From an optimization exercise on the open Yosys and OpenROAD flow, aimed at small area; shortcuts taken in it are not production practice. Only simulation tests tie the RTL to the original design; equivalence was not proved. Power is estimated from default activity; no workload was simulated. No driver is modelled on the clock port, so clocking that relies on it looks cheaper here than on a real chip.

[flow/design.v]
module e1_realign (
    input  wire        clk,
    input  wire        rst,         
    input  wire        set_valid,   
    input  wire [15:0] set_nbits,
    input  wire        in_valid,
    input  wire [7:0]  in_byte,
    output reg         out_valid,
    output reg  [7:0]  out_byte
);
    reg [7:0]   offset;             
    reg [4:0]   zl;                 
    wire clr = rst | set_valid;
    reg  [3:0]  c4;                 
    reg  [1:0]  c2_n;               
    reg         c1;                 
    wire [7:0]  u4_n, u2, u1_n;
    e1_realign_muxi8 m_u4 (.s(offset[2]), .a(in_byte), .b({c4,   in_byte[7:4]}), .y(u4_n));
    e1_realign_muxi8 m_u2 (.s(offset[1]), .a(u4_n),    .b({c2_n, u4_n[7:2]}),    .y(u2));
    e1_realign_muxi8 m_u1 (.s(offset[0]), .a(u2),      .b({c1,   u2[7:1]}),      .y(u1_n));
    reg  [127:0] s16_n;             
    reg  [63:0]  s8;                
    reg  [31:0]  s4_n;              
    reg  [15:0]  s2;                
    reg  [7:0]   s1_n;              
    wire [7:0]  v16, v8_n, v4, v2_n, v1;
    e1_realign_muxi8 m_v16 (.s(offset[7]), .a(u1_n), .b(s16_n[127:120]), .y(v16));
    e1_realign_muxi8 m_v8  (.s(offset[6]), .a(v16),  .b(s8[63:56]),      .y(v8_n));
    e1_realign_muxi8 m_v4  (.s(offset[5]), .a(v8_n), .b(s4_n[31:24]),    .y(v4));
    e1_realign_muxi8 m_v2  (.s(offset[4]), .a(v4),   .b(s2[15:8]),       .y(v2_n));
    e1_realign_muxi8 m_v1  (.s(offset[3]), .a(v2_n), .b(s1_n),           .y(v1));
    always @(posedge clk) begin
        out_valid <= in_valid & ~rst;
        out_byte  <= (zl != 5'd0) ? 8'd0 : v1;
        if (in_valid) begin
            s16_n <= {s16_n[119:0], u1_n};
            s8    <= {s8[55:0],     v16};
            s4_n  <= {s4_n[23:0],   v8_n};
            s2    <= {s2[7:0],      v4};
            s1_n  <= v2_n;
        end
        if (clr) begin
            c4   <= 4'd0;
            c2_n <= 2'b11;
            c1   <= 1'b0;
        end else if (in_valid) begin
            c4   <= in_byte[3:0];
            c2_n <= u4_n[1:0];
            c1   <= u2[0];
        end
        if (rst) begin
            offset <= 8'd0;
            zl     <= 5'd0;
        end else if (set_valid) begin
            offset <= set_nbits[7:0];
            zl     <= set_nbits[7:3];
        end else if (in_valid && zl != 5'd0) begin
            zl     <= zl - 5'd1;
        end
    end
endmodule
module e1_realign_muxi8 (
    input  wire       s,
    input  wire [7:0] a,
    input  wire [7:0] b,
    output wire [7:0] y
);
    assign y = ~(s ? b : a);
endmodule
[flow/flow/run.sh]
#!/bin/bash
# The standard layout (the standard.sh) with two changes:
#  - ports are buffered with the smallest buffer, sky130_fd_sc_hd__buf_1;
#  - clock tree synthesis builds the tree from small clock buffers and adds
#    no dummy loads.
# Synthesis, floorplan, power grid, placement and routing are the standard ones.
set -euo pipefail
export BUFFER_PORTS_ARGS="-buffer_cell sky130_fd_sc_hd__buf_1"
export CTS_ARGS="-sink_clustering_enable -repair_clock_nets -dont_use_dummy_load -buf_list {sky130_fd_sc_hd__clkbuf_16} -sink_clustering_size 35 -sink_clustering_max_diameter 100 -root_buf sky130_fd_sc_hd__clkbuf_4 -tree_buf sky130_fd_sc_hd__clkbuf_4"
bash standard.sh finish > standard_make.log 2>&1
[flow/standard.sh]
#!/bin/bash
# synth_recipe.tcl (not shown) runs the flow's synth.tcl, then flattens the netlist and writes it again
# the make line also repeats each setting of config.mk as NAME=value (left out here)
make -C /OpenROAD-flow-scripts/flow DESIGN_CONFIG=/design/flow/config.mk WORK_HOME=/design/flow/orfs CLKGATE_MAP_FILE= SYNTH_SCRIPT=/design/flow/synth_recipe.tcl "${@:-finish}"
[flow/config.mk]
export PLATFORM = sky130hd
export DESIGN_NAME = e1_realign
export DESIGN_NICKNAME = e1_realign
export VERILOG_FILES = /design/flow/design.v
export SDC_FILE = /design/flow/constraint.sdc
export NUM_CORES = 4
export LEC_CHECK = 0
export CAP_MARGIN = 20
export CORE_MARGIN = 2
export CORE_UTILIZATION = 55
export SLEW_MARGIN = 20
export SYNTH_HIERARCHICAL = 1
export SYNTH_MINIMUM_KEEP_SIZE = 0
[flow/constraint.sdc]
create_clock -name core_clock -period 10.0 [get_ports {clk}]
set_input_delay 2.0000 -clock core_clock [delete_from_list [all_inputs] [get_ports {clk}]]
set_output_delay 2.0000 -clock core_clock [all_outputs]
set_load 0.01 [all_outputs]
==> results.sh, run 1 <==
export IMPL_max_cap_violations=0
export IMPL_insertion_delay_ps=580
export IMPL_track_usage_pct=13.57
export IMPL_ys_seq_elements=277
export IMPL_wl_per_cell_um=17.84
export IMPL_synth_area_leaders="edfxtp_1 (81%), mux2i_1 (8.2%), dfxtp_1 (6.3%)"
export IMPL_drcViolationCount=0
export IMPL_arrival_ps=4270
export IMPL_p_int_mw=1.547
export IMPL_synth_yosys_seq_area_share_pct=87.00
export IMPL_rsz0062_at_grt="no"
export IMPL_endpoint_kind="flop"
export IMPL_slew_viol_final=0
export IMPL_path_max_fanout=70
export IMPL_synth_top_area_share_pct=80.71
export IMPL_critPathKind="in2reg"
export IMPL_start_util_pct=56.04
export IMPL_die_h_um=133.5
export IMPL_max_freq_ghz=0.2454
export IMPL_async_reset_ff_share_pct=0
export IMPL_grt_pass1_vias=3580
export IMPL_yosys_warnings=7
export IMPL_post_cts_resized=0
export IMPL_ant_nets=0
export IMPL_final_period_utilization_pct=40.75
export IMPL_multi_input_area_um2=1082
export IMPL_rows=47
export IMPL_fin_util_pct=59.30
export IMPL_cts_sinks=277
export IMPL_dr_total_vias=3633
export IMPL_cts_hold_buf=0
export IMPL_path_buf_inv=3
export IMPL_slowest_delay_ps=770
export IMPL_postSynthCellCount=423
export IMPL_ctsHtreeMaxLevel=1
export IMPL_cts_buffers=11
export IMPL_ir_drop_mv=0.1539
export IMPL_fin_crit_ps=4075
export IMPL_vias_per_cell=5.374
export IMPL_drt_iter0_markers=330
export IMPL_n_fill_cell=1209
export IMPL_clockBufferDepth=3
export IMPL_holdWs_ps=418.0
export IMPL_power_leakage_nw=3.221
export IMPL_postSynthNetCount=452
export IMPL_detailed_place_hpwl_mm=7.105
export IMPL_synth_area_um2=9228
export IMPL_routed_wl_mm=12.06
export IMPL_fin_tns_setup_ps=0
export IMPL_sequentialPowerShare_pct=71.7
export IMPL_powerDensity_nw_per_um2=197.7
export IMPL_postLayoutCellArea_um2=9764
export IMPL_yosys_top_cells_count="edfxtp_1 (248), mux2i_1 (76), dfxtp_1 (29)"
export IMPL_max_slew_margin_pct=41.70
export IMPL_fin_skew_ps=21.71
export IMPL_cp_common_cell="buf_4"
export IMPL_nNetsFinal=486
export IMPL_grt_pass1_wl_mm=19.15
export IMPL_syn_avg_cell_area_um2=21.81
export IMPL_areaGrowthSynthToFinish_pct=5.817
export IMPL_ios=37
export IMPL_final_layout_size_suffix_gt1_share_pct=6.154
export IMPL_setup_viol=0
export IMPL_status="no timing/DRC/antenna violations"
export IMPL_synth_top_cell_by_area="edfxtp_1"
export IMPL_dieArea_um2=17830
export IMPL_tightest_slew_ps=874.5
export IMPL_startpoint_type="input port"
export IMPL_yosysMostFrequentCell="edfxtp_1"
export IMPL_cts_tree="done"
export IMPL_die_w_um=133.5
export IMPL_post_cts_repair_setup_buffers=0
export IMPL_crit_required_ps=10200
export IMPL_path_clk_slew_ps=120
export IMPL_cts_root_buf="clkbuf_4"
export IMPL_p_comb_share_pct=4.8
export IMPL_placed_area_um2=9539
export IMPL_synth_ff_type="edfxtp_1"
export IMPL_path_cells="clkbuf_4 > buf_4 > buf_4"
export IMPL_fp_coreArea_um2=16470
export IMPL_yosysUniqueCellTypes=29
export IMPL_antenna_found_initial=1
export IMPL_synth_edf_count=248
export IMPL_gp_congestion=0.7710
export IMPL_clkPwrFrac_pct=23.5
export IMPL_hold_class="reg2reg"
export IMPL_hold_violations=0
export IMPL_drtPass1Iterations=5
export IMPL_seqCellArea_um2=8028
export IMPL_grt_ovfl_total=0
export IMPL_critical_path_top_delay_family="buffers and inverters"
export IMPL_p_sw_share_pct=19.85
export IMPL_slowest_stage="buf_4"
export IMPL_port_buffers=28
export IMPL_total_switching_power_mw=0.3832
export IMPL_grt_max_degree=71
[power groups by stage]
| stage | logic [mW] | clock network (mW) | registers (mW) |
|---|---|---|---|
| floorplan | 0.0559 | 0 | 1.40 |
| global placement | 0.0890 | 0 | 1.41 |
| detailed placement | 0.0942 | 0 | 1.41 |
| CTS | 0.0947 | 0.474 | 1.39 |
| global route | 0.104 | 0.509 | 1.39 |
| finish | 0.0929 | 0.454 | 1.38 |
[kinds of logic after synthesis]
| kind of cell | count (synthesis) | share of synthesized area, % |
|---|---|---|
| fa+ha+maj | 1 | 0.1356 |
| compound gates | 13 | 0.9492 |
| simple gates | 41 | 2.400 |
| flops | 277 | 87.00 |
| buf+inv | 15 | 1.274 |
| mux | 76 | 8.244 |
[layout make-up]
class | instances | share of cell area, %
inverter | 4 | 0.1538
multi-input combinational | 131 | 11.08
timing repair buffer | 32 | 1.422
sequential | 277 | 82.21
clock buffer | 11 | 2.281
antenna | 1 | 0.02563
tap | 220 | 2.819
[through the flow]
| stage | worst slack, ps | power, mW | instances |
|---|---|---|---|
| finish | 5925 | 1.931 | 676 |
| global route | 5722 | 2.006 | 676 |
| CTS | 5944 | 1.954 | 675 |
| detailed placement | 5294 | 1.504 | 664 |
| global placement | 5451 | 1.495 | 664 |
| floorplan | 6769 | 1.452 | 423 |
[modules after synthesis (local to each module, per instance)]
module            times used  flops+latches  area, µm²  cells inside
e1_realign                 1            277       8497           351
e1_realign_muxi8           8              0      91.34             9
[path summary, 6_finish.rpt]
kind | start | to | slack (ps) | depth (start not counted)
worst min register to register | s16_n[104] | s16_n[112] | 420 | 0
worst max-delay path | in_valid | s16_n[93] | 5930 | 3
worst max register to register | offset[2] | out_byte[0] | 7290 | 9
worst min-delay path | s16_n[104] | s16_n[112] | 420 | 0
[placed cells by master, fill, tap and decap left out]
master / Yosys / final
edfxtp_1: 248 / 248
mux2i_1: 76 / 76
dfxtp_1: 29 / 29
buf_1: 1 / 27
nor2_1: 13 / 13
nand2_1: 10 / 10
and2_2: 8 / 8
clkbuf_16: 0 / 8
a21oi_1: 6 / 6
inv_1: 4 / 4
clkbuf_4: 0 / 4
buf_4: 0 / 4
nand3_1: 2 / 2
diode_2: 0 / 1
nor2b_1: 1 / 1
nor4b_1: 1 / 1
or4b_2: 1 / 1
or4b_4: 1 / 1
nor4_1: 1 / 1
nand4_1: 1 / 1
a31oi_1: 1 / 1
or3_2: 1 / 1
a221oi_1: 1 / 1
o21ai_1: 1 / 1
o22ai_1: 1 / 1
a21o_1: 1 / 1
a311oi_2: 1 / 1
or2_1: 1 / 1
o311ai_0: 1 / 1
ha_1: 1 / 1
[state kept, by name, summed over array words and instances, names as in the netlist]
| signal | flops |
|---|---|
| s16_n | 128 |
| c2_n | 2 |
| s2 | 16 |
| zl | 5 |
| c1 | 1 |
| out_byte | 8 |
| c4 | 4 |
| offset | 8 |
| s8 | 64 |
| s4_n | 32 |
| out_valid | 1 |
| s1_n | 8 |
[layer usage]
metal	track usage [%]	vias up	part of all wire, %
li1	-	1690	-
met1	21.25	1865	48
met2	19.99	62	45
met4	3.723	0	2.1
met3	2.397	16	4.9
met5	0	-	0
==> run 2, diff against run 1 <==
--- a/flow/design.v
+++ b/flow/design.v
@@ -30,7 +30,7 @@
     e1_realign_muxi8 m_v2  (.s(offset[4]), .a(v4),   .b(s2[15:8]),       .y(v2_n));
     e1_realign_muxi8 m_v1  (.s(offset[3]), .a(v2_n), .b(s1_n),           .y(v1));
     always @(posedge clk) begin
-        out_valid <= in_valid & ~rst;
+        out_valid <= in_valid & ~rst & ~set_valid;
         out_byte  <= (zl != 5'd0) ? 8'd0 : v1;
         if (in_valid) begin
             s16_n <= {s16_n[119:0], u1_n};
--- a/flow/config.mk
+++ b/flow/config.mk
@@ -7,7 +7,7 @@
 export LEC_CHECK = 0
 export CAP_MARGIN = 20
 export CORE_MARGIN = 2
-export CORE_UTILIZATION = 55
+export CORE_UTILIZATION = 70
 export SLEW_MARGIN = 20
 export SYNTH_HIERARCHICAL = 1
 export SYNTH_MINIMUM_KEEP_SIZE = 0
==> results.sh, run 2 <==
export IMPL_max_cap_violations=0
export IMPL_detailed_place_hpwl_mm=6.686
export IMPL_yosysUniqueCellTypes=29
export IMPL_path_max_fanout=2
export IMPL_drtPass1Iterations=5
export IMPL_ctsHtreeMaxLevel=1
export IMPL_arrival_ps=3900
export IMPL_final_layout_size_suffix_gt1_share_pct=5.740
export IMPL_insertion_delay_ps=590
export IMPL_cts_buffers=11
export IMPL_ir_drop_mv=0.1637
export IMPL_max_freq_ghz=0.2939
export IMPL_synth_ff_type="edfxtp_1"
export IMPL_synth_top_cell_by_area="edfxtp_1"
export IMPL_hold_violations=0
export IMPL_hold_class="reg2reg"
export IMPL_cts_tree="done"
export IMPL_synth_yosys_seq_area_share_pct=87.00
export IMPL_postSynthNetCount=452
export IMPL_final_common_cell="edfxtp_1"
export IMPL_dieArea_um2=14120
export IMPL_powerDensity_nw_per_um2=198.4
export IMPL_dp_cells=614
export IMPL_endpoint_kind="flop"
export IMPL_track_usage_pct=16.66
export IMPL_fin_util_pct=76.24
export IMPL_n_fill_cell=746
export IMPL_yosys_warnings=7
export IMPL_r2r_end="out_byte[2]"
export IMPL_top_register="s16_n"
export IMPL_path_buf_inv=1
export IMPL_layout_common_cells="edfxtp_1 (248), mux2i_1 (76), dfxtp_1 (29), buf_1 (27), nor2_1 (13)"
export IMPL_reg_largest_list="s16_n: 128 flops, s8: 64 flops, s4_n: 32 flops"
export IMPL_crit_required_ps=10500
export IMPL_grt_pass1_vias=3434
export IMPL_path_cells="buf_1 > mux2i_1 > mux2i_1 > mux2i_1 > mux2i_1 > mux2i_1 > mux2i_1 > mux2i_1 > mux2i_1 > and2_2"
export IMPL_grt_max_degree=212
export IMPL_yosys_top_cells_count="edfxtp_1 (248), mux2i_1 (76), dfxtp_1 (29)"
export IMPL_clockBufferDepth=3
export IMPL_routed_wl_mm=11.81
export IMPL_synth_area_leaders="edfxtp_1 (81%), mux2i_1 (8.2%), dfxtp_1 (6.3%)"
export IMPL_r2r_cells=9
export IMPL_post_cts_resized=0
export IMPL_syn_avg_cell_area_um2=21.81
export IMPL_final_period_utilization_pct=34.02
export IMPL_drt_iter0_markers=338
export IMPL_r2r_start="offset[2]"
export IMPL_fin_crit_ps=3402
export IMPL_synth_area_um2=9228
export IMPL_slowest_delay_ps=360
export IMPL_yosysMostFrequentCell="edfxtp_1"
export IMPL_fin_tns_setup_ps=0
export IMPL_path_clk_slew_ps=120
export IMPL_rsz0062_at_grt="no"
export IMPL_post_cts_repair_setup_buffers=0
export IMPL_ios=37
export IMPL_ff2ff_setup_slack_ps=7330
export IMPL_critical_path_top_delay_family="multiplexers"
export IMPL_largest_register_ffs=128
export IMPL_wl_per_cell_um=18.89
export IMPL_hold_depth=0
export IMPL_holdWs_ps=401.9
export IMPL_min_to="s8[16]"
export IMPL_rows=41
export IMPL_ys_seq_elements=277
export IMPL_die_h_um=118.8
export IMPL_slew_viol_final=0
export IMPL_fin_skew_ps=33.00
export IMPL_stdcell_count=625
export IMPL_power_mw=1.924
export IMPL_dr_total_vias=3591
export IMPL_die_w_um=118.8
export IMPL_slowest_stage="mux2i_1"
export IMPL_port_buffers=28
export IMPL_gp_congestion=0.7774
export IMPL_nNetsFinal=484
export IMPL_start_util_pct=72.53
export IMPL_fp_coreArea_um2=12720
export IMPL_ant_nets=0
export IMPL_synth_top_area_share_pct=80.71
export IMPL_cp_common_cell="mux2i_1"
export IMPL_vias_per_cell=5.746
export IMPL_status="no timing/DRC/antenna violations"
export IMPL_startpoint_type="input port"
export IMPL_synth_edf_count=248
export IMPL_power_leakage_nw=3.217
export IMPL_diodes=0
export IMPL_async_reset_ff_share_pct=0
export IMPL_grt_pass1_wl_mm=18.31
export IMPL_antenna_found_initial=0
export IMPL_grt_ovfl_total=0
export IMPL_cts_hold_buf=0
export IMPL_cts_sinks=277
export IMPL_drcViolationCount=0
export IMPL_critPathKind="in2reg"
export IMPL_max_slew_margin_pct=29.97
export IMPL_tightest_slew_ps=1050
export IMPL_hp_start="s8[8]"
export IMPL_setup_viol=0
export IMPL_cts_root_buf="clkbuf_4"
export IMPL_postSynthCellCount=423
export IMPL_areaGrowthSynthToFinish_pct=5.112
-- run 2: kinds of logic (layout without fill, tap and decap cells) --
| kind of cell | count (synthesis) | count (layout) | synth area share [%] |
|---|---|---|---|
| muxes | 76 | 76 | 8.244 |
| AOI/OAI and AO/OA | 13 | 13 | 0.9492 |
| buffers and inverters | 15 | 45 | 1.274 |
| and+or+nand+nor | 41 | 41 | 2.400 |
| DFF | 277 | 277 | 87.00 |
| adders and majority gates | 1 | 1 | 0.1356 |
-- run 2: power breakdown --
part,total (mW),internal [mW],switching [mW],leakage (nW)
Clock,0.446,0.159,0.286,0.112
Sequential,1.39,1.35,0.0306,2.66
Combinational,0.0932,0.0335,0.0597,0.441
Total,1.92,1.55,0.377,3.22
-- run 2: how the worst max path moves through the flow --
| stage | startpoint | endpoint | slack, ps | cells past startpoint |
|---|---|---|---|---|
| after floorplan | in_byte[7] | out_byte[0] | 6770 | 9 |
| after global placement | in_byte[7] | out_byte[7] | 6060 | 10 |
| after detailed placement | in_byte[6] | out_byte[5] | 5980 | 10 |
| after CTS | in_byte[6] | out_byte[5] | 6590 | 10 |
| after global routing | in_byte[7] | out_byte[4] | 6400 | 10 |
| final | in_byte[5] | out_byte[2] | 6600 | 10 |
-- run 2: through the flow --
step	setup WS, ps	area [µm²]
floorplan	6769	9228
global placement	6063	9477
detailed placement	5979	9477
CTS	6586	9699
global route	6397	9699
finish	6598	9699
-- run 2: final cells by class --
class                           instances  area [µm²]  area share [%]
Sequential cell                       277        8028           82.77
Multi-Input combinational cell        131        1082           11.16
Clock buffer                           11       222.7           2.296
Tap cell                              172       215.2           2.219
Timing Repair Buffer                   30       136.4           1.406
Inverter                                4       15.01          0.1548
-- run 2: routing by layer --
| layer | global-route usage [%] | vias up | part of all wire [%] |
|---|---|---|---|
| met2 | 25.32 | 66 | 45 |
| met3 | 2.634 | 12 | 3.9 |
| met1 | 26.59 | 1826 | 50 |
| met4 | 3.348 | 0 | 1.0 |
| met5 | 0 | - | 0 |
| li1 | - | 1687 | - |
-- run 2: Yosys stat by module, one instance, submodules excluded --
module	flops+latches	area, µm²
e1_realign	277	8497
e1_realign_muxi8	0	91.34
==> run 3, diff against run 2 <==
--- a/flow/config.mk
+++ b/flow/config.mk
@@ -7,7 +7,7 @@
 export LEC_CHECK = 0
 export CAP_MARGIN = 20
 export CORE_MARGIN = 2
-export CORE_UTILIZATION = 70
+export CORE_UTILIZATION = 55
 export SLEW_MARGIN = 20
 export SYNTH_HIERARCHICAL = 1
 export SYNTH_MINIMUM_KEEP_SIZE = 0
==> results.sh, run 3 <==
export IMPL_max_freq_ghz=0.2945
export IMPL_dieArea_um2=17830
export IMPL_insertion_delay_ps=570
export IMPL_nNetsFinal=485
export IMPL_final_layout_size_suffix_gt1_share_pct=6.167
export IMPL_startpoint_type="input port"
export IMPL_synth_area_leaders="edfxtp_1 (81%), mux2i_1 (8.2%), dfxtp_1 (6.3%)"
export IMPL_grt_pass1_wl_mm=19.53
export IMPL_fp_coreArea_um2=16470
export IMPL_die_h_um=133.5
export IMPL_power_leakage_nw=3.220
export IMPL_ys_seq_elements=277
export IMPL_top_register="s16_n"
export IMPL_routed_wl_mm=12.38
export IMPL_r2r_end="out_byte[4]"
export IMPL_postSynthNetCount=452
export IMPL_r2r_start="offset[2]"
export IMPL_max_cap_violations=0
export IMPL_critical_path_top_delay_family="multiplexers"
export IMPL_async_reset_ff_share_pct=0
export IMPL_cts_root_buf="clkbuf_4"
export IMPL_drt_iter0_markers=260
export IMPL_fin_util_pct=59.32
export IMPL_rsz0062_at_grt="no"
export IMPL_dr_total_vias=3657
export IMPL_layout_common_cells="edfxtp_1 (248), mux2i_1 (76), dfxtp_1 (29), buf_1 (27), nor2_1 (13)"
export IMPL_final_period_utilization_pct=33.95
export IMPL_hold_violations=0
export IMPL_die_w_um=133.5
export IMPL_detailed_place_hpwl_mm=7.244
export IMPL_max_slew_margin_pct=29.17
export IMPL_drtPass1Iterations=4
export IMPL_r2r_cells=9
export IMPL_reg_largest_list="s16_n: 128 flops, s8: 64 flops, s4_n: 32 flops"
export IMPL_start_util_pct=56.04
export IMPL_yosysUniqueCellTypes=29
export IMPL_antenna_found_initial=1
export IMPL_ctsHtreeMaxLevel=1
export IMPL_path_max_fanout=2
export IMPL_fin_tns_setup_ps=0
export IMPL_synth_yosys_seq_area_share_pct=87.00
export IMPL_grt_pass1_vias=3552
export IMPL_powerDensity_nw_per_um2=198.0
export IMPL_crit_end="out_byte[4]"
export IMPL_slowest_stage="mux2i_1"
export IMPL_ir_drop_mv=0.1003
export IMPL_port_buffers=28
export IMPL_synth_simple_area_share_pct=2.400
export IMPL_synth_edf_count=248
export IMPL_rows=47
export IMPL_fin_skew_ps=20.41
export IMPL_yosys_top_cells_count="edfxtp_1 (248), mux2i_1 (76), dfxtp_1 (29)"
export IMPL_yosys_warnings=7
export IMPL_vias_per_cell=5.418
export IMPL_largest_register_ffs=128
export IMPL_synth_compound_area_share_pct=0.9492
export IMPL_synth_ff_type="edfxtp_1"
export IMPL_setup_viol=0
export IMPL_wl_per_cell_um=18.34
export IMPL_endpoint_kind="flop"
export IMPL_synthAdderAreaFrac_pct=0.1356
export IMPL_synth_top_cell_by_area="edfxtp_1"
export IMPL_cts_tree="done"
export IMPL_clockBufferDepth=3
export IMPL_path_buf_inv=1
export IMPL_yosysMostFrequentCell="edfxtp_1"
export IMPL_slew_viol_final=0
export IMPL_muxShareOfSynthArea_pct=8.244
export IMPL_gp_congestion=0.7001
export IMPL_arrival_ps=3860
export IMPL_syn_avg_cell_area_um2=21.81
export IMPL_status="no timing/DRC/antenna violations"
export IMPL_timing_final_ws_setup_ps=6605
export IMPL_cts_sinks=277
export IMPL_critPathKind="in2reg"
export IMPL_path_cells="buf_1 > mux2i_1 > mux2i_1 > mux2i_1 > mux2i_1 > mux2i_1 > mux2i_1 > mux2i_1 > mux2i_1 > and2_2"
export IMPL_cts_hold_buf=0
export IMPL_post_cts_resized=0
export IMPL_hold_class="reg2reg"
export IMPL_fin_crit_ps=3395
export IMPL_grt_max_degree=92
export IMPL_startpoint="in_byte[5]"
export IMPL_ff2ff_setup_slack_ps=7340
export IMPL_postSynthCellCount=423
export IMPL_drcViolationCount=0
export IMPL_power_mw=1.934
export IMPL_tightest_slew_ps=1062
export IMPL_synth_area_um2=9228
export IMPL_ios=37
export IMPL_path_clk_slew_ps=120
export IMPL_cp_depth=10
export IMPL_synth_top_area_share_pct=80.71
export IMPL_ant_nets=0
export IMPL_post_cts_repair_setup_buffers=0
export IMPL_areaGrowthSynthToFinish_pct=5.844
export IMPL_slowest_delay_ps=350
export IMPL_cp_common_cell="mux2i_1"
export IMPL_synth_top_family_by_area="multiplexers"
export IMPL_grt_ovfl_total=0
export IMPL_cts_buffers=11
export IMPL_crit_required_ps=10460
export IMPL_track_usage_pct=13.96
export IMPL_synth_xor_area_share_pct=0
export IMPL_final_common_cell="edfxtp_1"
export IMPL_post_place_ws_ps=5971
## run 3: cell counts after synthesis
No cell type changed its count.
## run 3: report_power, final
part	internal, mW	switching (mW)	total (mW)	leakage [nW]
sequential	1.35	0.0299	1.38	2.66
clock	0.160	0.297	0.457	0.112
combinational	0.0332	0.0595	0.0927	0.445
total	1.55	0.386	1.93	3.22
## run 3: cells by family after synthesis
kind of cell | Yosys count
AO/OA/AOI/OAI | 13
adder cells (fa/ha/maj) | 1
buffers and inverters | 15
flip-flops | 277
multiplexers | 76
AND/OR/NAND/NOR | 41
## run 3: cell type report
cell class              instances  area [µm²]
diodes                          1       2.502
clock buffers                  11       222.7
fillers                      1225        6699
inverters                       4       15.01
multi-input cells             131        1089
flip-flops and latches        277        8028
well taps                     220       275.3
repair buffers                 31       135.1
## run 3: per-layer routing
metal	share of wire, %	routed length (µm)	up-vias	track usage, %
met5	0	0	-	0
met4	1.3	155	0	2.837
met3	3.0	367	12	2.017
met2	45	5532	51	21.56
met1	51	6324	1909	21.71
li1	-	-	1685	-
## run 3: worst register-to-register path, stage by stage (launching register included)
cell	delay [ps]
dfxtp_1	660
mux2i_1	320
mux2i_1	150
mux2i_1	350
mux2i_1	200
mux2i_1	270
mux2i_1	140
mux2i_1	190
mux2i_1	80
and2_2	190
## run 3: through the flow
stage | cell area (µm²) | cells | hold slack [ps]
after floorplan | 9228 | 423 | 400.3
after global placement | 9532 | 663 | 403.3
after detailed placement | 9538 | 663 | 404.5
after CTS | 9761 | 674 | 428.5
after global routing | 9767 | 675 | 422.7
final | 9767 | 675 | 421.6
## run 3: modules after synthesis (local to each module, per instance)
module            area, µm²  flip-flops and latches  cells
e1_realign             8497                     277    351
e1_realign_muxi8      91.34                       0      9
## run 3: worst min path at each step
stage,from,endpoint,cells past startpoint
5_1_grt,s16_n[19],s16_n[27],0
2_1_floorplan,s16_n[92],s16_n[100],0
3_5_place_dp,s16_n[102],s16_n[110],0
4_1_cts,s16_n[59],s16_n[67],0
3_3_place_gp,s2[0],s2[8],0
6_report,s16_n[92],s16_n[100],0
==> run 4, diff against run 3 <==
--- a/flow/config.mk
+++ b/flow/config.mk
@@ -5,9 +5,9 @@
 export SDC_FILE = /design/flow/constraint.sdc
 export NUM_CORES = 4
 export LEC_CHECK = 0
-export CAP_MARGIN = 20
+export CAP_MARGIN = 10
 export CORE_MARGIN = 2
 export CORE_UTILIZATION = 55
-export SLEW_MARGIN = 20
+export SLEW_MARGIN = 10
 export SYNTH_HIERARCHICAL = 1
 export SYNTH_MINIMUM_KEEP_SIZE = 0
==> results.sh, run 4 <==
export IMPL_status="no timing/DRC/antenna violations"
export IMPL_postLayoutCellArea_um2=9757
export IMPL_yosysUniqueCellTypes=29
export IMPL_placed_area_um2=9532
export IMPL_synth_top_area_share_pct=80.71
export IMPL_crit_required_ps=10470
export IMPL_reg_largest_list="s16_n: 128 flops, s8: 64 flops, s4_n: 32 flops"
export IMPL_layout_common_cells="edfxtp_1 (248), mux2i_1 (76), dfxtp_1 (29), buf_1 (27), nor2_1 (13)"
export IMPL_n_fill_cell=1214
export IMPL_cts_sinks=277
export IMPL_arrival_ps=3840
export IMPL_synth_ff_type="edfxtp_1"
export IMPL_start_util_pct=56.04
export IMPL_ir_drop_mv=0.1001
export IMPL_cts_hold_buf=0
export IMPL_port_buffers=28
export IMPL_clockBufferDepth=3
export IMPL_top_register="s16_n"
export IMPL_post_place_ws_ps=5986
export IMPL_critPathKind="in2reg"
export IMPL_fin_skew_ps=15.64
export IMPL_holdWs_ps=427.6
export IMPL_cts_tree="done"
export IMPL_cts_buffers=11
export IMPL_grt_pass1_wl_mm=19.51
export IMPL_rows=47
export IMPL_routed_wl_mm=12.38
export IMPL_grt_pass1_vias=3552
export IMPL_detailed_place_hpwl_mm=7.214
export IMPL_gp_congestion=0.7001
export IMPL_seqCellArea_um2=8028
export IMPL_drt_iter0_markers=272
export IMPL_synth_top_cell_by_area="edfxtp_1"
export IMPL_max_freq_ghz=0.2965
export IMPL_largest_register_ffs=128
export IMPL_multi_input_area_um2=1082
export IMPL_ctsHtreeMaxLevel=1
export IMPL_max_cap_violations=0
export IMPL_wl_per_cell_um=18.33
export IMPL_synth_edf_count=248
export IMPL_async_reset_ff_share_pct=0
export IMPL_final_period_utilization_pct=33.73
export IMPL_timing_final_ws_setup_ps=6627
export IMPL_yosys_top_cells_count="edfxtp_1 (248), mux2i_1 (76), dfxtp_1 (29)"
export IMPL_slew_viol_final=0
export IMPL_hold_violations=0
export IMPL_post_cts_repair_setup_buffers=0
export IMPL_endpoint_kind="flop"
export IMPL_grt_ovfl_total=0
export IMPL_areaGrowthSynthToFinish_pct=5.736
export IMPL_dieArea_um2=17830
export IMPL_synth_area_um2=9228
export IMPL_syn_avg_cell_area_um2=21.81
export IMPL_dp_cells=663
export IMPL_ant_nets=0
export IMPL_powerDensity_nw_per_um2=198.2
export IMPL_die_h_um=133.5
export IMPL_ys_seq_elements=277
export IMPL_hold_depth=0
export IMPL_max_slew_margin_pct=19.28
export IMPL_rsz0062_at_grt="no"
export IMPL_nNetsFinal=485
export IMPL_post_cts_resized=0
export IMPL_final_layout_size_suffix_gt1_share_pct=5.947
export IMPL_grt_max_degree=92
export IMPL_die_w_um=133.5
export IMPL_drtPass1Iterations=4
export IMPL_insertion_delay_ps=570
export IMPL_drcViolationCount=0
export IMPL_dr_total_vias=3645
export IMPL_path_max_fanout=2
export IMPL_fin_crit_ps=3373
export IMPL_cts_root_buf="clkbuf_4"
export IMPL_synth_area_leaders="edfxtp_1 (81%), mux2i_1 (8.2%), dfxtp_1 (6.3%)"
export IMPL_power_leakage_nw=3.217
export IMPL_tightest_slew_ps=1194
export IMPL_yosysMostFrequentCell="edfxtp_1"
export IMPL_ios=37
export IMPL_hold_class="reg2reg"
export IMPL_synth_yosys_seq_area_share_pct=87.00
export IMPL_fp_coreArea_um2=16470
export IMPL_postSynthCellCount=423
export IMPL_yosys_warnings=7
export IMPL_fin_tns_setup_ps=0
export IMPL_track_usage_pct=14.01
export IMPL_startpoint_type="input port"
export IMPL_setup_viol=0
export IMPL_r2r_cells=9
export IMPL_antenna_found_initial=1
export IMPL_vias_per_cell=5.400
export IMPL_postSynthNetCount=452
export IMPL_final_common_cell="edfxtp_1"
export IMPL_stdcell_count=675
export IMPL_path_clk_slew_ps=120
[run 4: cell counts after synthesis]
Identical to the previous run, type by type.
[run 4: modules after synthesis, one instance, submodules excluded]
module | cell area (µm²) | cells inside
e1_realign | 8497 | 351
e1_realign_muxi8 | 91.34 | 9
[run 4: final cells by class]
class / count / share of cell area [%]
antenna: 1 / 0.02565
clock buffer: 11 / 2.283
inverter: 4 / 0.1539
multi-input combinational: 131 / 11.09
sequential: 277 / 82.28
tap: 220 / 2.821
timing repair buffer: 31 / 1.346
[run 4: critical path: stages]
cell and delay [ps]:
buf_1 80, mux2i_1 210, mux2i_1 140, mux2i_1 350, mux2i_1 210, mux2i_1 240
mux2i_1 140, mux2i_1 210, mux2i_1 100, and2_2 180
[run 4: cells by family (layout without fill, tap and decap cells)]
family	count (synthesis)	in the layout	share of synthesized area (%)
DFF	277	277	87.00
AOI/OAI and AO/OA	13	13	0.9492
muxes	76	76	8.244
and+or+nand+nor	41	41	2.400
other	0	1	0
adders and majority gates	1	1	0.1356
buffers and inverters	15	46	1.274
[run 4: path summary, 6_finish.rpt]
kind / end / from / slack, ps
worst max register to register: out_byte[5] / offset[2] / 7360
worst min register to register: s16_n[110] / s16_n[102] / 430
worst max-delay path: out_byte[5] / in_byte[6] / 6630
worst min-delay path: s16_n[110] / s16_n[102] / 430
[run 4: stage by stage]
step / total power [mW] / utilization [%]
detailed placement: 1.504 / 57.89
global route: 2.012 / 59.26
global placement: 1.497 / 57.89
floorplan: 1.452 / -
CTS: 1.962 / 59.24
finish: 1.934 / 59.26
[run 4: routing by layer]
metal	GRT usage (%)	vias up	routed length, µm
li1	-	1690	-
met2	20.99	59	5521
met1	22.28	1884	6261
met3	2.093	12	453
met4	3.014	0	138
met5	0	-	0
[run 4: power by group]
group,switching (mW),leakage [nW],internal (mW)
clock network,0.298,0.112,0.160
registers,0.0297,2.66,1.35
logic,0.0588,0.441,0.0328
total,0.387,3.22,1.55
==> run 5, diff against run 4 <==
==> flow/flow/run.sh (replaced) <==
#!/bin/bash
# The standard layout (the standard.sh) with two changes:
#  - ports are buffered with the smallest buffer, sky130_fd_sc_hd__buf_1;
#  - clock tree synthesis builds the tree from small clock buffers and adds
#    no dummy loads.
# Synthesis, floorplan, power grid, placement and routing are the standard ones.
set -euo pipefail
export BUFFER_PORTS_ARGS="-buffer_cell sky130_fd_sc_hd__buf_1"
export CTS_ARGS="-sink_clustering_enable -repair_clock_nets -dont_use_dummy_load -buf_list {sky130_fd_sc_hd__clkbuf_16} -sink_clustering_size 35 -sink_clustering_max_diameter 100 -root_buf sky130_fd_sc_hd__clkbuf_2 -tree_buf sky130_fd_sc_hd__clkbuf_2"
bash standard.sh finish > standard_make.log 2>&1
--- a/flow/config.mk
+++ b/flow/config.mk
@@ -5,9 +5,9 @@
 export SDC_FILE = /design/flow/constraint.sdc
 export NUM_CORES = 4
 export LEC_CHECK = 0
-export CAP_MARGIN = 10
+export CAP_MARGIN = 20
 export CORE_MARGIN = 2
 export CORE_UTILIZATION = 55
-export SLEW_MARGIN = 10
+export SLEW_MARGIN = 20
 export SYNTH_HIERARCHICAL = 1
 export SYNTH_MINIMUM_KEEP_SIZE = 0
==> results.sh, run 5 <==
export IMPL_max_freq_ghz=0.3015
export IMPL_drtPass1Iterations=4
export IMPL_detailed_place_hpwl_mm=7.244
export IMPL_slew_viol_final=0
export IMPL_status="no timing/DRC/antenna violations"
export IMPL_layout_common_cells="edfxtp_1 (248), mux2i_1 (76), dfxtp_1 (29), buf_1 (27), nor2_1 (13)"
export IMPL_dr_total_vias=3645
export IMPL_endpoint_kind="flop"
export IMPL_synth_yosys_seq_area_share_pct=87.00
export IMPL_grt_max_degree=92
export IMPL_synth_area_um2=9228
export IMPL_wl_per_cell_um=18.38
export IMPL_nNetsFinal=485
export IMPL_max_cap_violations=0
export IMPL_synth_ff_type="edfxtp_1"
export IMPL_post_cts_resized=0
export IMPL_path_clk_slew_ps=130
export IMPL_powerDensity_nw_per_um2=197.2
export IMPL_power_leakage_nw=3.219
export IMPL_setup_viol=0
export IMPL_synth_top_area_share_pct=80.71
export IMPL_rows=47
export IMPL_cts_root_buf="clkbuf_2"
export IMPL_ant_nets=0
export IMPL_routed_wl_mm=12.41
export IMPL_die_h_um=133.5
export IMPL_yosys_warnings=7
export IMPL_placed_area_um2=9538
export IMPL_crit_required_ps=10550
export IMPL_hold_violations=0
export IMPL_syn_avg_cell_area_um2=21.81
export IMPL_hold_class="reg2reg"
export IMPL_largest_register_ffs=128
export IMPL_cts_sinks=277
export IMPL_ios=37
export IMPL_total_switching_power_mw=0.3857
export IMPL_ctsHtreeMaxLevel=1
export IMPL_ys_seq_elements=277
export IMPL_arrival_ps=3870
export IMPL_cts_hold_buf=0
export IMPL_track_usage_pct=13.99
export IMPL_start_util_pct=56.04
export IMPL_clkPwrFrac_pct=23.3
export IMPL_fin_tns_setup_ps=0
export IMPL_gp_congestion=0.7001
export IMPL_r2r_start="offset[2]"
export IMPL_max_slew_margin_pct=28.79
export IMPL_tightest_slew_ps=1068
export IMPL_fin_crit_ps=3316
export IMPL_r2r_end="out_byte[7]"
export IMPL_antenna_found_initial=1
export IMPL_ir_drop_mv=0.09871
export IMPL_cts_tree="done"
export IMPL_areaGrowthSynthToFinish_pct=5.763
export IMPL_insertion_delay_ps=650
export IMPL_p_comb_share_pct=4.8
export IMPL_critPathKind="in2reg"
export IMPL_grt_pass1_vias=3552
export IMPL_synth_top_cell_by_area="edfxtp_1"
export IMPL_final_common_cell="edfxtp_1"
export IMPL_post_cts_repair_setup_buffers=0
export IMPL_n_fill_cell=1223
export IMPL_synth_edf_count=248
export IMPL_drt_iter0_markers=269
export IMPL_rsz0062_at_grt="no"
export IMPL_crit_end="out_byte[7]"
export IMPL_dieArea_um2=17830
export IMPL_vias_per_cell=5.400
export IMPL_yosysMostFrequentCell="edfxtp_1"
export IMPL_startpoint_type="input port"
export IMPL_grt_pass1_wl_mm=19.54
export IMPL_synth_area_leaders="edfxtp_1 (81%), mux2i_1 (8.2%), dfxtp_1 (6.3%)"
export IMPL_power_mw=1.925
export IMPL_yosysUniqueCellTypes=29
export IMPL_yosys_top_cells_count="edfxtp_1 (248), mux2i_1 (76), dfxtp_1 (29)"
export IMPL_postLayoutCellArea_um2=9759
export IMPL_ff2ff_setup_slack_ps=7350
export IMPL_path_max_fanout=2
export IMPL_reg_largest_list="s16_n: 128 flops, s8: 64 flops, s4_n: 32 flops"
export IMPL_startpoint="in_byte[7]"
export IMPL_cts_buffers=11
export IMPL_fin_skew_ps=22.69
export IMPL_postSynthNetCount=452
export IMPL_grt_ovfl_total=0
export IMPL_p_sw_share_pct=20.04
export IMPL_port_buffers=28
export IMPL_sequentialPowerShare_pct=71.9
export IMPL_fin_util_pct=59.27
export IMPL_p_int_mw=1.539
export IMPL_top_register="s16_n"
export IMPL_async_reset_ff_share_pct=0
export IMPL_postSynthCellCount=423
export IMPL_final_layout_size_suffix_gt1_share_pct=6.167
export IMPL_drcViolationCount=0
export IMPL_fp_coreArea_um2=16470
export IMPL_r2r_cells=9
export IMPL_die_w_um=133.5
export IMPL_final_period_utilization_pct=33.16
export IMPL_clockBufferDepth=3
-- run 5: logic make-up after synthesis --
kind of cell / after synthesis / share of synthesized area [%]
flip-flops: 277 / 87.00
AO/OA/AOI/OAI: 13 / 0.9492
buffers and inverters: 15 / 1.274
multiplexers: 76 / 8.244
adder cells (fa/ha/maj): 1 / 0.1356
AND/OR/NAND/NOR: 41 / 2.400
-- run 5: cell type report --
class / count / area [µm²] / share of cell area, %
Clock buffer: 11 / 215.2 / 2.205
Tap cell: 220 / 275.3 / 2.821
Sequential cell: 277 / 8028 / 82.26
Multi-Input combinational cell: 131 / 1089 / 11.15
Antenna cell: 1 / 2.502 / 0.02564
Timing Repair Buffer: 31 / 135.1 / 1.385
Inverter: 4 / 15.01 / 0.1538
-- run 5: per-module statistics from Yosys (local to each module, per instance) --
module | flops+latches | cells inside | cell area (µm²) | copies in the design
e1_realign | 277 | 351 | 8497 | 1
e1_realign_muxi8 | 0 | 9 | 91.34 | 8
-- run 5: how the worst min path moves through the flow --
| stage | from | to | cells past startpoint |
|---|---|---|---|
| 2_1_floorplan | s16_n[92] | s16_n[100] | 0 |
| 3_3_place_gp | s2[0] | s2[8] | 0 |
| 3_5_place_dp | s16_n[102] | s16_n[110] | 0 |
| 4_1_cts | s16_n[30] | s16_n[38] | 0 |
| 5_1_grt | s16_n[19] | s16_n[27] | 0 |
| 6_report | s16_n[92] | s16_n[100] | 0 |
-- run 5: power by group through the flow --
| stage | clock (mW) | sequential [mW] | combinational, mW |
|---|---|---|---|
| 3_5_place_dp | 0 | 1.41 | 0.0940 |
| 5_1_grt | 0.502 | 1.39 | 0.104 |
| 6_report | 0.448 | 1.38 | 0.0926 |
| 2_1_floorplan | 0 | 1.40 | 0.0559 |
| 4_1_cts | 0.472 | 1.39 | 0.0943 |
| 3_3_place_gp | 0 | 1.41 | 0.0900 |
-- run 5: critical path, stage by stage --
cell and delay (ps):
buf_1 90, mux2i_1 180, mux2i_1 130, mux2i_1 330, mux2i_1 200, mux2i_1 280
mux2i_1 160, mux2i_1 210, mux2i_1 90, and2_2 180
-- run 5: layer usage --
| metal | track usage (%) | part of all wire (%) |
|---|---|---|
| met1 | 21.71 | 51 |
| met2 | 21.56 | 45 |
| met3 | 2.017 | 3.0 |
| met4 | 3.014 | 1.1 |
| met5 | 0 | 0 |
-- run 5: per-stage QoR --
| stage | hold WS (ps) | cells | setup slack [ps] |
|---|---|---|---|
| CTS | 429.4 | 674 | 6708 |
| floorplan | 400.3 | 423 | 6769 |
| finish | 421.9 | 675 | 6684 |
| global route | 412.0 | 675 | 6454 |
| detailed placement | 404.5 | 663 | 5971 |
| global placement | 403.3 | 663 | 6021 |
==> run 6, diff against run 5 <==
==> flow/flow/run.sh (replaced) <==
#!/bin/bash
# The standard layout (the standard.sh) with two changes:
#  - ports are buffered with the smallest buffer, sky130_fd_sc_hd__buf_1;
#  - clock tree synthesis builds the tree from small clock buffers and adds
#    no dummy loads.
# Synthesis, floorplan, power grid, placement and routing are the standard ones.
set -euo pipefail
export BUFFER_PORTS_ARGS="-buffer_cell sky130_fd_sc_hd__buf_1"
export CTS_ARGS="-sink_clustering_enable -repair_clock_nets -dont_use_dummy_load -buf_list {sky130_fd_sc_hd__clkbuf_16} -sink_clustering_size 35 -sink_clustering_max_diameter 100 -root_buf sky130_fd_sc_hd__clkbuf_1 -tree_buf sky130_fd_sc_hd__clkbuf_1"
bash standard.sh finish > standard_make.log 2>&1
==> results.sh, run 6 <==
export IMPL_status="no timing/DRC/antenna violations"
export IMPL_dp_cells=663
export IMPL_placed_area_um2=9538
export IMPL_drtPass1Iterations=4
export IMPL_grt_max_degree=92
export IMPL_nNetsFinal=485
export IMPL_n_fill_cell=1223
export IMPL_synth_ff_type="edfxtp_1"
export IMPL_synth_area_um2=9228
export IMPL_hold_class="reg2reg"
export IMPL_slew_viol_final=0
export IMPL_critPathKind="reg2out"
export IMPL_path_buf_inv=1
export IMPL_vias_per_cell=5.428
export IMPL_crit_required_ps=8000
export IMPL_max_slew_margin_pct=29.18
export IMPL_routed_wl_mm=12.41
export IMPL_r2r_start="offset[2]"
export IMPL_rsz0062_at_grt="no"
export IMPL_setup_viol=0
export IMPL_slowest_stage="dfxtp_1"
export IMPL_die_w_um=133.5
export IMPL_fin_skew_ps=37.35
export IMPL_holdWs_ps=412.0
export IMPL_endpoint_kind="primary output"
export IMPL_syn_avg_cell_area_um2=21.81
export IMPL_dieArea_um2=17830
export IMPL_cts_buffers=11
export IMPL_path_max_fanout=1
export IMPL_tightest_slew_ps=1062
export IMPL_areaGrowthSynthToFinish_pct=5.722
export IMPL_max_cap_violations=0
export IMPL_rows=47
export IMPL_r2r_end="out_byte[4]"
export IMPL_antenna_found_initial=0
export IMPL_fin_tns_setup_ps=0
export IMPL_slowest_delay_ps=330
export IMPL_ctsHtreeMaxLevel=1
export IMPL_hold_depth=0
export IMPL_post_cts_resized=0
export IMPL_cts_hold_buf=0
export IMPL_postSynthCellCount=423
export IMPL_fin_crit_ps=3410
export IMPL_yosysUniqueCellTypes=29
export IMPL_grt_pass1_wl_mm=19.53
export IMPL_ir_drop_mv=0.09950
export IMPL_port_buffers=28
export IMPL_final_layout_size_suffix_gt1_share_pct=5.507
export IMPL_gp_congestion=0.7001
export IMPL_drt_iter0_markers=260
export IMPL_hp_start="s2[2]"
export IMPL_die_h_um=133.5
export IMPL_drcViolationCount=0
export IMPL_critical_path_top_delay_family="flip-flops"
export IMPL_fp_coreArea_um2=16470
export IMPL_synth_area_leaders="edfxtp_1 (81%), mux2i_1 (8.2%), dfxtp_1 (6.3%)"
export IMPL_ys_seq_elements=277
export IMPL_ff2ff_setup_slack_ps=7330
export IMPL_insertion_delay_ps=940
export IMPL_synth_top_cell_by_area="edfxtp_1"
export IMPL_power_leakage_nw=3.210
export IMPL_final_common_cell="edfxtp_1"
export IMPL_stdcell_count=675
export IMPL_startpoint_type="flop"
export IMPL_synth_top_area_share_pct=80.71
export IMPL_arrival_ps=1410
export IMPL_synth_edf_count=248
export IMPL_post_cts_repair_setup_buffers=0
export IMPL_yosys_top_cells_count="edfxtp_1 (248), mux2i_1 (76), dfxtp_1 (29)"
export IMPL_ant_nets=0
export IMPL_r2r_cells=9
export IMPL_track_usage_pct=13.94
export IMPL_ios=37
export IMPL_layout_common_cells="edfxtp_1 (248), mux2i_1 (76), dfxtp_1 (29), buf_1 (27), nor2_1 (13)"
export IMPL_cts_sinks=277
export IMPL_largest_register_ffs=128
export IMPL_path_clk_slew_ps=120
export IMPL_async_reset_ff_share_pct=0
export IMPL_postLayoutCellArea_um2=9756
export IMPL_synth_yosys_seq_area_share_pct=87.00
export IMPL_cts_root_buf="clkbuf_1"
export IMPL_path_cells="buf_1"
export IMPL_grt_pass1_vias=3557
export IMPL_final_period_utilization_pct=34.10
export IMPL_postSynthNetCount=452
export IMPL_powerDensity_nw_per_um2=196.8
export IMPL_cts_tree="done"
export IMPL_reg_largest_list="s16_n: 128 flops, s8: 64 flops, s4_n: 32 flops"
export IMPL_top_register="s16_n"
export IMPL_clockBufferDepth=3
export IMPL_max_freq_ghz=0.2932
export IMPL_min_to="s2[10]"
export IMPL_start_util_pct=56.04
export IMPL_dr_total_vias=3664
export IMPL_yosysMostFrequentCell="edfxtp_1"
export IMPL_grt_ovfl_total=0
export IMPL_hold_violations=0
export IMPL_detailed_place_hpwl_mm=7.244
export IMPL_power_mw=1.920
export IMPL_wl_per_cell_um=18.39
export IMPL_yosys_warnings=7
-- run 6: changes by cell type in the layout (fill, tap and decap cells not counted) --
cell,previous run,this run
clkbuf_1,0,3
clkbuf_2,3,0
-- run 6: cells by family (layout without fill, tap and decap cells) --
| logic type | count (synthesis) | in the layout | synth area share, % |
|---|---|---|---|
| AND/OR/NAND/NOR | 41 | 41 | 2.400 |
| other | 0 | 1 | 0 |
| adder cells (fa/ha/maj) | 1 | 1 | 0.1356 |
| AO/OA/AOI/OAI | 13 | 13 | 0.9492 |
| buffers and inverters | 15 | 46 | 1.274 |
| multiplexers | 76 | 76 | 8.244 |
| flip-flops | 277 | 277 | 87.00 |
-- run 6: final cells by class --
type,instances,area (µm²),share of cell area [%]
Antenna cell,1,2.502,0.02565
Sequential cell,277,8028,82.29
Tap cell,220,275.3,2.822
Timing Repair Buffer,31,135.1,1.385
Inverter,4,15.01,0.1539
Multi-Input combinational cell,131,1089,11.16
Clock buffer,11,211.5,2.168
-- run 6: where the power goes --
part / leakage [nW] / switching, mW / total [mW] / internal [mW]
clock network: 0.102 / 0.296 / 0.443 / 0.147
registers: 2.66 / 0.0299 / 1.38 / 1.35
logic: 0.445 / 0.0596 / 0.0928 / 0.0332
total: 3.21 / 0.386 / 1.92 / 1.53
-- run 6: worst reg2reg max path, stage by stage, from the launching register on --
cell and delay, ps:
dfxtp_1 660, mux2i_1 320, mux2i_1 150, mux2i_1 350, mux2i_1 200, mux2i_1 270
mux2i_1 140, mux2i_1 190, mux2i_1 80, and2_2 190
-- run 6: metrics by stage --
step           setup WS (ps)  utilization [%]
4_1_cts                 6453            59.21
2_1_floorplan           6769                -
3_5_place_dp            5971            57.93
5_1_grt                 6426            59.23
3_3_place_gp            6021            57.89
6_report                6590            59.25
-- run 6: per-layer routing --
metal	track usage [%]	vias up	routed length (µm)
met4	2.660	0	134
met1	21.71	1910	6297
li1	-	1685	-
met2	21.56	57	5557
met5	0	-	0
met3	2.017	12	420
-- run 6: worst max-delay path by stage --
| stage | start | endpoint | slack [ps] | depth (start not counted) |
|---|---|---|---|---|
| 4_1_cts | out_byte[1] | out_byte[1] | 6450 | 1 |
| 6_report | out_byte[1] | out_byte[1] | 6590 | 1 |
| 2_1_floorplan | in_byte[7] | out_byte[0] | 6770 | 9 |
| 3_5_place_dp | in_byte[6] | out_byte[5] | 5970 | 10 |
| 3_3_place_gp | in_byte[7] | out_byte[6] | 6020 | 10 |
| 5_1_grt | out_byte[1] | out_byte[1] | 6430 | 1 |
-- run 6: Yosys stat by module, one instance, submodules excluded --
| module | cell area [µm²] | flops+latches | cells inside |
|---|---|---|---|
| e1_realign_muxi8 | 91.34 | 0 | 9 |
| e1_realign | 8497 | 277 | 351 |
==> run 7, diff against run 6 <==
==> flow/flow/run.sh (replaced) <==
#!/bin/bash
# The standard layout (the standard.sh) with these changes:
#  - ports are buffered with the smallest buffer, sky130_fd_sc_hd__buf_1;
#  - after the placement resizer, logic gates are set to their smallest
#    drive strength (flow/downsize.tcl);
#  - clock tree synthesis uses sky130_fd_sc_hd__clkbuf_16 leaf buffers for
#    clusters of up to 35 flip-flops, small sky130_fd_sc_hd__clkbuf_4 buffers
#    above them, and adds no dummy loads.
# Synthesis, floorplan, power grid, placement and routing are the standard ones.
# The make output goes to standard_make.log; each ORFS step keeps its own log
# under orfs/logs/.
set -euo pipefail
export BUFFER_PORTS_ARGS="-buffer_cell sky130_fd_sc_hd__buf_1"
export POST_RESIZE_TCL="$PWD/flow/downsize.tcl"
export CTS_ARGS="-sink_clustering_enable -repair_clock_nets -dont_use_dummy_load -buf_list {sky130_fd_sc_hd__clkbuf_16} -sink_clustering_size 35 -sink_clustering_max_diameter 100 -root_buf sky130_fd_sc_hd__clkbuf_4 -tree_buf sky130_fd_sc_hd__clkbuf_4"
bash standard.sh finish > standard_make.log 2>&1
==> flow/flow/downsize.tcl (new file) <==
# Sourced by ORFS after the placement resizer (POST_RESIZE_TCL).
# Synthesis maps some logic gates at more than the smallest drive strength.
# The design has several ns of setup slack, so every combinational gate that
# is not a buffer is set to the smallest drive strength of its own function;
# repair_design then fixes any slew or capacitance violation this causes.
# Flip-flops, buffers and clock cells are left as they are.
set n 0
foreach inst [get_cells *] {
  set m [get_property $inst ref_name]
  if { ![regexp {^(sky130_fd_sc_hd__\w+)_(2|4|6|8|12|16)$} $m -> base drv] } {
    continue
  }
  if { [string match *buf* $m] || [string match *df* $m] || [string match *clk* $m] } {
    continue
  }
  foreach d {0 1} {
    set lc [get_lib_cells -quiet ${base}_$d]
    if { [llength $lc] } {
      puts "downsize [get_full_name $inst]: $m -> ${base}_$d"
      replace_cell $inst $lc
      incr n
      break
    }
  }
}
puts "downsized $n instances"
estimate_parasitics -placement
repair_design
==> results.sh, run 7 <==
export IMPL_status="no timing/DRC/antenna violations"
export IMPL_fin_skew_ps=26.25
export IMPL_grt_pass1_vias=3559
export IMPL_postSynthCellCount=423
export IMPL_dp_cells=663
export IMPL_layout_common_cells="edfxtp_1 (248), mux2i_1 (76), dfxtp_1 (29), buf_1 (27), nor2_1 (13)"
export IMPL_synth_yosys_seq_area_share_pct=87.00
export IMPL_synth_edf_count=248
export IMPL_yosysUniqueCellTypes=29
export IMPL_slew_viol_final=0
export IMPL_track_usage_pct=14.22
export IMPL_routed_wl_mm=12.49
export IMPL_slowest_delay_ps=330
export IMPL_post_cts_resized=0
export IMPL_max_cap_violations=0
export IMPL_wl_per_cell_um=18.48
export IMPL_die_w_um=133.5
export IMPL_cts_sinks=277
export IMPL_postSynthNetCount=452
export IMPL_top_register="s16_n"
export IMPL_drcViolationCount=0
export IMPL_cts_buffers=11
export IMPL_dr_total_vias=3669
export IMPL_hold_class="reg2reg"
export IMPL_cts_hold_buf=0
export IMPL_synth_top_area_share_pct=80.71
export IMPL_yosys_top_cells_count="edfxtp_1 (248), mux2i_1 (76), dfxtp_1 (29)"
export IMPL_vias_per_cell=5.428
export IMPL_grt_pass1_wl_mm=19.70
export IMPL_path_buf_inv=1
export IMPL_grt_ovfl_total=0
export IMPL_rows=47
export IMPL_setup_viol=0
export IMPL_startpoint_type="input port"
export IMPL_clockBufferDepth=3
export IMPL_synth_area_leaders="edfxtp_1 (81%), mux2i_1 (8.2%), dfxtp_1 (6.3%)"
export IMPL_path_cells="buf_1 > mux2i_1 > mux2i_1 > mux2i_1 > mux2i_1 > mux2i_1 > mux2i_1 > mux2i_1 > mux2i_1 > and2_0"
export IMPL_gp_congestion=0.7001
export IMPL_grt_max_degree=92
export IMPL_post_cts_repair_setup_buffers=0
export IMPL_yosysMostFrequentCell="edfxtp_1"
export IMPL_die_h_um=133.5
export IMPL_fin_crit_ps=3350
export IMPL_slowest_stage="mux2i_1"
export IMPL_nNetsFinal=486
export IMPL_final_period_utilization_pct=33.50
export IMPL_timing_final_ws_setup_ps=6650
export IMPL_cp_common_cell="mux2i_1"
export IMPL_synth_top_cell_by_area="edfxtp_1"
export IMPL_ctsHtreeMaxLevel=1
export IMPL_path_max_fanout=2
export IMPL_arrival_ps=3850
export IMPL_async_reset_ff_share_pct=0
export IMPL_yosys_warnings=7
export IMPL_crit_required_ps=10500
export IMPL_path_clk_slew_ps=120
export IMPL_drtPass1Iterations=4
export IMPL_power_leakage_nw=3.218
export IMPL_critPathKind="in2reg"
export IMPL_dieArea_um2=17830
export IMPL_reg_largest_list="s16_n: 128 flops, s8: 64 flops, s4_n: 32 flops"
export IMPL_detailed_place_hpwl_mm=7.195
export IMPL_fin_tns_setup_ps=0
export IMPL_areaGrowthSynthToFinish_pct=5.912
export IMPL_cts_tree="done"
export IMPL_tightest_slew_ps=918.7
export IMPL_synth_area_um2=9228
export IMPL_final_common_cell="edfxtp_1"
export IMPL_cts_root_buf="clkbuf_4"
export IMPL_syn_avg_cell_area_um2=21.81
export IMPL_ys_seq_elements=277
export IMPL_ant_nets=0
export IMPL_synth_ff_type="edfxtp_1"
export IMPL_critical_path_top_delay_family="multiplexers"
export IMPL_rsz0062_at_grt="no"
export IMPL_ir_drop_mv=0.1172
export IMPL_antenna_found_initial=1
export IMPL_drt_iter0_markers=292
export IMPL_fp_coreArea_um2=16470
export IMPL_endpoint_kind="flop"
export IMPL_largest_register_ffs=128
export IMPL_stdcell_count=676
export IMPL_ios=37
export IMPL_n_fill_cell=1207
export IMPL_max_freq_ghz=0.2985
export IMPL_start_util_pct=56.04
export IMPL_final_layout_size_suffix_gt1_share_pct=3.736
export IMPL_powerDensity_nw_per_um2=198.0
export IMPL_max_slew_margin_pct=38.76
export IMPL_hold_violations=0
export IMPL_post_place_ws_ps=6009
export IMPL_insertion_delay_ps=600
export IMPL_port_buffers=28
## run 7: per-layer routing
layer	part of all wire [%]	wire length (µm)	global-route usage [%]	vias up
li1	-	-	-	1698
met1	52	6454	22.72	1909
met2	44	5459	20.76	48
met3	3.2	397	2.245	14
met4	1.4	181	3.723	0
met5	0	0	0	-
## run 7: worst reg2reg max path, cell delays in order, from the launching register on
cell and delay [ps]:
dfxtp_1 660, mux2i_1 350, mux2i_1 140, mux2i_1 360, mux2i_1 210, mux2i_1 250, mux2i_1 140, mux2i_1 190
mux2i_1 80, and2_0 150
## run 7: per-module statistics from Yosys (local to each module, per instance)
module | copies in the design | cell area, µm² | cells | flops+latches
e1_realign | 1 | 8497 | 351 | 277
e1_realign_muxi8 | 8 | 91.34 | 9 | 0
## run 7: report_power, final
| part | total [mW] | internal (mW) | switching [mW] |
|---|---|---|---|
| Sequential | 1.38 | 1.35 | 0.0300 |
| Combinational | 0.0916 | 0.0322 | 0.0594 |
| Clock | 0.459 | 0.160 | 0.300 |
| Total | 1.93 | 1.55 | 0.389 |
## run 7: path summary, 6_finish.rpt
check / start / to / slack (ps) / depth (start not counted)
hold / removal: s16_n[119] / s16_n[127] / 420 / 0
hold reg to reg: s16_n[119] / s16_n[127] / 420 / 0
setup / recovery: in_byte[5] / out_byte[1] / 6650 / 10
setup reg to reg: offset[2] / out_byte[4] / 7370 / 9
## run 7: final cells by class
class | instances | area, µm² | share of cell area, %
sequential | 277 | 8028 | 82.14
inverter | 4 | 15.01 | 0.1536
antenna | 1 | 2.502 | 0.02560
multi-input combinational | 131 | 1067 | 10.92
tap | 220 | 275.3 | 2.817
clock buffer | 11 | 222.7 | 2.279
timing repair buffer | 32 | 162.7 | 1.664
## run 7: per-stage QoR
step / hold slack (ps) / area (µm²) / util, % / power [mW]
after detailed placement: 404.5 / 9510 / 57.76 / 1.502
after CTS: 418.8 / 9733 / 59.11 / 1.959
after global routing: 424.6 / 9773 / 59.35 / 2.011
after global placement: 403.3 / 9532 / 57.89 / 1.497
after floorplan: 400.3 / 9228 / - / 1.452
final: 420.0 / 9773 / 59.35 / 1.935
## run 7: kinds of logic (layout without fill, tap and decap cells)
| group | Yosys count | count (layout) | synth area share (%) |
|---|---|---|---|
| compound gates | 13 | 13 | 0.9492 |
| simple gates | 41 | 41 | 2.400 |
| other cells | 0 | 1 | 0 |
| flops | 277 | 277 | 87.00 |
| buf+inv | 15 | 47 | 1.274 |
| fa+ha+maj | 1 | 1 | 0.1356 |
| mux | 76 | 76 | 8.244 |
==> run 8, diff against run 7 <==
--- a/flow/config.mk
+++ b/flow/config.mk
@@ -5,9 +5,9 @@
 export SDC_FILE = /design/flow/constraint.sdc
 export NUM_CORES = 4
 export LEC_CHECK = 0
-export CAP_MARGIN = 20
+export CAP_MARGIN = 10
 export CORE_MARGIN = 2
 export CORE_UTILIZATION = 55
-export SLEW_MARGIN = 20
+export SLEW_MARGIN = 10
 export SYNTH_HIERARCHICAL = 1
 export SYNTH_MINIMUM_KEEP_SIZE = 0
==> results.sh, run 8 <==
export IMPL_total_switching_power_mw=0.3873
export IMPL_grt_pass1_wl_mm=19.70
export IMPL_ir_drop_mv=0.1168
export IMPL_sequentialPowerShare_pct=71.6
export IMPL_areaGrowthSynthToFinish_pct=5.573
export IMPL_clkPwrFrac_pct=23.7
export IMPL_crit_end="out_byte[4]"
export IMPL_drtPass1Iterations=4
export IMPL_endpoint_kind="flop"
export IMPL_hold_violations=0
export IMPL_max_freq_ghz=0.2970
export IMPL_max_cap_violations=0
export IMPL_final_common_cell="edfxtp_1"
export IMPL_clockBufferDepth=3
export IMPL_r2r_end="out_byte[4]"
export IMPL_yosys_top_cells_count="edfxtp_1 (248), mux2i_1 (76), dfxtp_1 (29)"
export IMPL_ys_seq_elements=277
export IMPL_crit_required_ps=10490
export IMPL_die_h_um=133.5
export IMPL_grt_pass1_vias=3559
export IMPL_ant_nets=0
export IMPL_syn_avg_cell_area_um2=21.81
export IMPL_yosysUniqueCellTypes=29
export IMPL_die_w_um=133.5
export IMPL_fin_skew_ps=25.40
export IMPL_fin_util_pct=59.16
export IMPL_final_period_utilization_pct=33.67
export IMPL_synth_area_leaders="edfxtp_1 (81%), mux2i_1 (8.2%), dfxtp_1 (6.3%)"
export IMPL_max_slew_margin_pct=26.53
export IMPL_startpoint="in_byte[5]"
export IMPL_insertion_delay_ps=600
export IMPL_fp_coreArea_um2=16470
export IMPL_p_int_mw=1.545
export IMPL_yosys_warnings=7
export IMPL_drcViolationCount=0
export IMPL_postSynthNetCount=452
export IMPL_antenna_found_initial=1
export IMPL_powerDensity_nw_per_um2=198.4
export IMPL_start_util_pct=56.04
export IMPL_power_mw=1.932
export IMPL_cts_sinks=277
export IMPL_yosysMostFrequentCell="edfxtp_1"
export IMPL_slew_viol_final=0
export IMPL_p_sw_share_pct=20.04
export IMPL_hold_class="reg2reg"
export IMPL_holdWs_ps=418.7
export IMPL_gp_congestion=0.7001
export IMPL_rows=47
export IMPL_detailed_place_hpwl_mm=7.195
export IMPL_synth_top_area_share_pct=80.71
export IMPL_postSynthCellCount=423
export IMPL_arrival_ps=3860
export IMPL_power_leakage_nw=3.204
export IMPL_post_cts_resized=0
export IMPL_layout_common_cells="edfxtp_1 (248), mux2i_1 (76), dfxtp_1 (29), buf_1 (27), nor2_1 (13)"
export IMPL_top_register="s16_n"
export IMPL_startpoint_type="input port"
export IMPL_status="no timing/DRC/antenna violations"
export IMPL_n_fill_cell=1211
export IMPL_grt_ovfl_total=0
export IMPL_path_max_fanout=2
export IMPL_cts_hold_buf=0
export IMPL_synth_ff_type="edfxtp_1"
export IMPL_synth_yosys_seq_area_share_pct=87.00
export IMPL_p_comb_share_pct=4.7
export IMPL_synth_area_um2=9228
export IMPL_track_usage_pct=14.22
export IMPL_final_layout_size_suffix_gt1_share_pct=3.524
export IMPL_ctsHtreeMaxLevel=1
export IMPL_post_cts_repair_setup_buffers=0
export IMPL_tightest_slew_ps=1102
export IMPL_path_clk_slew_ps=120
export IMPL_nNetsFinal=485
export IMPL_largest_register_ffs=128
export IMPL_r2r_start="offset[2]"
export IMPL_ff2ff_setup_slack_ps=7350
export IMPL_drt_iter0_markers=320
export IMPL_routed_wl_mm=12.40
export IMPL_grt_max_degree=92
export IMPL_ios=37
export IMPL_dieArea_um2=17830
export IMPL_r2r_cells=9
export IMPL_port_buffers=28
export IMPL_setup_viol=0
export IMPL_synth_edf_count=248
export IMPL_reg_largest_list="s16_n: 128 flops, s8: 64 flops, s4_n: 32 flops"
export IMPL_fin_tns_setup_ps=0
export IMPL_cts_root_buf="clkbuf_4"
export IMPL_vias_per_cell=5.416
export IMPL_cts_tree="done"
export IMPL_cts_buffers=11
export IMPL_wl_per_cell_um=18.37
export IMPL_dr_total_vias=3656
export IMPL_rsz0062_at_grt="no"
export IMPL_synth_top_cell_by_area="edfxtp_1"
export IMPL_async_reset_ff_share_pct=0
export IMPL_critPathKind="in2reg"
export IMPL_fin_crit_ps=3367
[run 8: cells by family after synthesis]
logic type	Yosys count	synth area share [%]
flip-flops	277	87.00
multiplexers	76	8.244
AND/OR/NAND/NOR	41	2.400
buffers and inverters	15	1.274
AO/OA/AOI/OAI	13	0.9492
adder cells (fa/ha/maj)	1	0.1356
[run 8: per-layer routing]
layer	vias up	track usage, %	wire length, µm
li1	1696	-	-
met3	14	2.245	392
met2	50	20.76	5401
met1	1896	22.72	6422
met5	-	0	0
met4	0	3.723	182
[run 8: how the worst min path moves through the flow]
stage	from	to	slack, ps	cells past startpoint
finish	s16_n[119]	s16_n[127]	420	0
global route	s16_n[119]	s16_n[127]	420	0
CTS	s16_n[119]	s16_n[127]	420	0
detailed placement	s16_n[102]	s16_n[110]	400	0
global placement	s2[0]	s2[8]	400	0
floorplan	s16_n[92]	s16_n[100]	400	0
[run 8: area by class of cell]
cell class | instances | area (µm²) | area share [%]
clock buffer | 11 | 222.7 | 2.286
multi-input combinational | 131 | 1067 | 10.96
antenna | 1 | 2.502 | 0.02569
inverter | 4 | 15.01 | 0.1541
tap | 220 | 275.3 | 2.826
sequential | 277 | 8028 | 82.40
timing repair buffer | 31 | 131.4 | 1.349
[run 8: per-stage QoR]
stage                     cell area (µm²)  setup WS, ps  cells
after floorplan                      9228          6769    423
after global placement               9532          6021    663
after detailed placement             9510          6009    663
after CTS                            9733          6655    674
after global routing                 9742          6411    675
final                                9742          6633    675
[run 8: Yosys stat by module (local to each module, per instance)]
module / times used / cells inside / flops+latches / cell area (µm²)
e1_realign_muxi8: 8 / 9 / 0 / 91.34
e1_realign: 1 / 351 / 277 / 8497
[run 8: critical path, cell delays in order]
cell and delay, ps:
buf_1 80, mux2i_1 190, mux2i_1 150, mux2i_1 390, mux2i_1 210, mux2i_1 260, mux2i_1 140, mux2i_1 190
mux2i_1 80, and2_0 150
[run 8: power by group through the flow]
stage	clock [mW]	combinational, mW	sequential [mW]
5_1_grt	0.514	0.102	1.39
2_1_floorplan	0	0.0559	1.40
3_3_place_gp	0	0.0900	1.41
4_1_cts	0.481	0.0917	1.39
6_report	0.458	0.0899	1.38
3_5_place_dp	0	0.0914	1.41

-- afterwards: timing with drivers on the ports --
Ports are ideal in the flow. The routed layouts listed here were re-timed in OpenROAD.
Step 1 sets driving cells, clkbuf_16 on the clock port and buf_2 on the other inputs (assumed; they add their load-dependent delay and slew).
Step 2, shift: input delay + t, output delay - t, t = (earliest + latest rising clock arrival at the registers) / 2. This alone moves slack from input paths to output paths.
Three values: ideal ports, drivers, drivers and shift; two values: the first two.
run	t, ns	setup WS [ns]	worst slew at a driven data input, ns
run 1	0.603	5.925 / 5.937 / 5.333	0.05
run 2	0.599	6.598 / 6.596 / 5.996	0.06
run 3	0.595	6.605 / 6.621 / 6.027	0.04
run 4	0.598	6.627 / 6.640 / 6.042	0.04
run 5	0.673	6.684 / 6.698 / 6.025	0.04
run 6	0.953	6.590 / 6.555 / 6.023	0.04
run 7	0.619	6.650 / 6.663 / 6.044	0.04
run 8	0.617	6.633 / 6.645 / 6.028	0.04
After both steps setup and hold are still met in every run listed. For run 5, which loses most, drivers alone change the setup slack by +0.014 ns; drivers and shift together by -0.659 ns.
